What follows belongs to an exercise in optimizing a design on an open flow for small area, a short achievable clock period and few clock cycles; a production flow would make more cautious choices.

==> violet: inputs <==
==> flow/design.v (excerpt) <==
module sha256_stream (
    input  wire         clk,
    input  wire         rst,           
    input  wire         start,         
    input  wire         mode,          
    input  wire         in_valid,
    output wire         in_ready,
    input  wire [31:0]  in_data,       
    input  wire         in_last,
    input  wire [2:0]   in_nbytes,     
    output wire [255:0] digest,
    output wire         digest_valid
);
    reg         busy;       
    reg         first;      
    reg  [5:0]  t;          
    reg         open;       
    reg         need80;     
    reg         fits;       
    reg         fin;        
    reg         done;       
    reg         m224;       
    reg         rotating;   
    reg  [3:0]  rot;        
    reg  [15:0] nbytes;     
    reg  [31:0] a, b, c, d, e, f, g, h;
    reg  [31:0] p0, p1, p2, p3;     
    reg  [31:0] q0, q1, q2, q3;     
    reg  [31:0] w [0:15];           
    integer i;
    wire        emit  = (t == 6'd63) || (t < 6'd15);
    wire [3:0]  slot  = t[3:0] + 4'd1;
    wire        want  = busy && emit && open;   
    wire        stall = want && (rotating || !in_valid);
    wire        adv   = busy && !stall;         
    wire        rnd   = adv && !first;          
    wire        fin_r = (t >= 6'd60);           
    assign in_ready     = want && !rotating;
    assign digest_valid = done;
    assign digest       = {p0, p1, p2, p3, q0, q1, q2, q3};
    reg  [31:0] k_t;
    always @(*) begin
        case (t)
            6'd0:  k_t = 32'h428a2f98; 6'd1:  k_t = 32'h71374491;
  ...
Settings: LEC_CHECK=0, CAP_MARGIN=20, CORE_MARGIN=2, CORE_UTILIZATION=40, SLEW_MARGIN=20; clock period 10.0 ns.
run.sh (not shown) runs the stock make flow with config.mk's settings and CLKGATE_MAP_FILE= SYNTH_SCRIPT=/design/flow/synth_recipe.tcl, a recipe that flattens the netlist after the stock synthesis.
==> harbor (differences from violet) <==
--- a/flow/design.v
+++ b/flow/design.v
@@ -16,29 +16,25 @@
     reg  [5:0]  t;          
     reg         open;       
     reg         need80;     
     reg         fits;       
     reg         fin;        
     reg         done;       
-    reg         m224;       
-    reg         rotating;   
-    reg  [3:0]  rot;        
     reg  [15:0] nbytes;     
     reg  [31:0] a, b, c, d, e, f, g, h;
     reg  [31:0] p0, p1, p2, p3;     
     reg  [31:0] q0, q1, q2, q3;     
     reg  [31:0] w [0:15];           
     integer i;
     wire        emit  = (t == 6'd63) || (t < 6'd15);
     wire [3:0]  slot  = t[3:0] + 4'd1;
-    wire        want  = busy && emit && open;   
-    wire        stall = want && (rotating || !in_valid);
+    wire        stall = emit && open && !in_valid;
     wire        adv   = busy && !stall;         
     wire        rnd   = adv && !first;          
     wire        fin_r = (t >= 6'd60);           
-    assign in_ready     = want && !rotating;
+    assign in_ready     = busy && open && emit;
     assign digest_valid = done;
     assign digest       = {p0, p1, p2, p3, q0, q1, q2, q3};
     reg  [31:0] k_t;
     always @(*) begin
         case (t)
             6'd0:  k_t = 32'h428a2f98; 6'd1:  k_t = 32'h71374491;
@@ -133,33 +129,22 @@
             open   <= 1'b0;
             need80 <= 1'b0;
             fits   <= 1'b0;
             fin    <= 1'b0;
             done   <= 1'b0;
             nbytes <= 16'd0;
-            rotating <= 1'b0;
-            rot    <= 4'd0;
         end else if (start) begin
             busy   <= 1'b1;
             first  <= 1'b1;
             t      <= 6'd63;
             open   <= 1'b1;
             need80 <= 1'b0;
             fits   <= 1'b0;
             fin    <= 1'b0;
             done   <= 1'b0;
             nbytes <= 16'd0;
-            m224   <= mode;
-            rotating <= 1'b0;
-            rot    <= 4'd0;
-        end else if (stall) begin
-            rot <= rot + 4'd1;
-            if (!rotating)
-                rotating <= 1'b1;
-            else if (rot == 4'd15)
-                rotating <= 1'b0;
         end else if (adv) begin
             t     <= t + 6'd1;
             first <= 1'b0;
             if (emit) begin
                 if (open) begin
                     nbytes <= nbytes + (in_last ? {13'd0, in_nbytes} : 16'd4);
@@ -180,47 +165,39 @@
             if (rnd && t == 6'd63 && fin) begin
                 busy <= 1'b0;
                 done <= 1'b1;
             end
         end
     end
-    wire t63 = (t == 6'd63);
     always @(posedge clk) begin
-        for (i = 0; i < 15; i = i + 1)
-            w[i] <= w[i + 1];
-        w[15] <= stall ? w[0] : w_in;
-    end
-    always @(posedge clk) begin
-        if (stall) begin
-            a <= h; b <= a; c <= b; d <= c;
-            e <= d; f <= e; g <= f; h <= g;
-        end else if (first) begin
-            if (m224) begin
+        if (start) begin
+            if (mode) begin
                 a <= 32'hc1059ed8; b <= 32'h367cd507; c <= 32'h3070dd17; d <= 32'hf70e5939;
                 e <= 32'hffc00b31; f <= 32'h68581511; g <= 32'h64f98fa7; h <= 32'hbefa4fa4;
+                p0 <= 32'hc1059ed8; p1 <= 32'h367cd507; p2 <= 32'h3070dd17; p3 <= 32'hf70e5939;
+                q0 <= 32'hffc00b31; q1 <= 32'h68581511; q2 <= 32'h64f98fa7; q3 <= 32'hbefa4fa4;
             end else begin
                 a <= 32'h6a09e667; b <= 32'hbb67ae85; c <= 32'h3c6ef372; d <= 32'ha54ff53a;
                 e <= 32'h510e527f; f <= 32'h9b05688c; g <= 32'h1f83d9ab; h <= 32'h5be0cd19;
-            end
-        end else if (t63) begin
-            a <= pa; b <= p0; c <= p1; d <= p2;
-            e <= qe; f <= q0; g <= q1; h <= q2;
-        end else begin
-            a <= a_new; b <= a; c <= b; d <= c;
-            e <= e_new; f <= e; g <= f; h <= g;
-        end
-    end
-    always @(posedge clk) begin
-        if (start) begin
-            if (mode) begin
-                p0 <= 32'hc1059ed8; p1 <= 32'h367cd507; p2 <= 32'h3070dd17; p3 <= 32'hf70e5939;
-                q0 <= 32'hffc00b31; q1 <= 32'h68581511; q2 <= 32'h64f98fa7; q3 <= 32'hbefa4fa4;
-            end else begin
                 p0 <= 32'h6a09e667; p1 <= 32'hbb67ae85; p2 <= 32'h3c6ef372; p3 <= 32'ha54ff53a;
                 q0 <= 32'h510e527f; q1 <= 32'h9b05688c; q2 <= 32'h1f83d9ab; q3 <= 32'h5be0cd19;
             end
-        end else if (rnd && fin_r) begin
-            p0 <= pa; p1 <= p0; p2 <= p1; p3 <= p2;
-            q0 <= qe; q1 <= q0; q2 <= q1; q3 <= q2;
+        end else if (adv) begin
+            for (i = 0; i < 15; i = i + 1)
+                w[i] <= w[i + 1];
+            w[15] <= w_in;
+            if (rnd) begin
+                if (t == 6'd63) begin
+                    a <= pa; b <= p0; c <= p1; d <= p2;
+                    e <= qe; f <= q0; g <= q1; h <= q2;
+                end else begin
+                    a <= a_new; b <= a; c <= b; d <= c;
+                    e <= e_new; f <= e; g <= f; h <= g;
+                end
+                if (fin_r) begin
+                    p0 <= pa; p1 <= p0; p2 <= p1; p3 <= p2;
+                    q0 <= qe; q1 <= q0; q2 <= q1; q3 <= q2;
+                end
+            end
         end
     end
 endmodule
==> run notes <==
| quantity | violet | harbor |
|---|---|---|
| Run status | finished clean | finished clean |
| Final non-filler cell area | 0.0625 mm^2 | 0.0690 mm^2 |
| Core area | 0.134 mm^2 | 0.149 mm^2 |
| Clock latency of the later-clocked register in the worst-skew pair | 0.78 ns | 0.77 ns |
| Final wirelength | 202 mm | 191 mm |
| Number of global-route vias before repair | 39.9k | 39.8k |
| Multi-input gate share of total cell area | 0.430 | 0.368 |
| Clk tree area frac | 0.0609 | 0.0611 |
| Transition time at the pin with the least slew margin | 1.14 ns | 1.14 ns |
| Area share of xor/xnor cells in the synthesized design | 0.0653 | 0.0596 |
| Worst EP arrival | 7.46 ns | 7.66 ns |
| HPWL reported at the end of detailed placement | 153 mm | 142 mm |
| Sequential Area | 0.0244 mm^2 | 0.0320 mm^2 |
| Cell type of the slowest stage on the worst timing path | sky130_fd_sc_hd__o41ai_1 | sky130_fd_sc_hd__a2111oi_0 |
| Portion of the post-synthesis area used by sequential elements | 0.451 | 0.534 |
| CTS sink count | 1091 | 1085 |
| Tap cell count | 1768 | 1944 |
| Detail Route met2 WL | 90.4 mm | 86.5 mm |
No functional check of the RTL was part of any run of this note.

[afterwards: timing with drivers on the ports]
The results above use ideal ports. As a check the final layouts listed here were re-extracted and re-timed, cells and wires unchanged.
Step 1 assumes that a clkbuf_16 drives the clock port and a buf_2 every other input.
Step 2 also shifts input and output timing later by t, the mid clock arrival at the registers, as if the neighbouring blocks saw the same clock.
Three values: ideal, step 1, step 2; two values: the first two.
run	t (ns)	setup slack, ns	worst data-port slew with drivers (ns)
violet	0.830	2.998 / 2.998 / 2.705	0.05
harbor	0.824	2.845 / 2.845 / 2.845	0.07
After both steps setup and hold are still met in every run listed. For violet, which loses most, drivers alone change the setup slack by 0.000 ns; drivers and shift together by -0.293 ns.
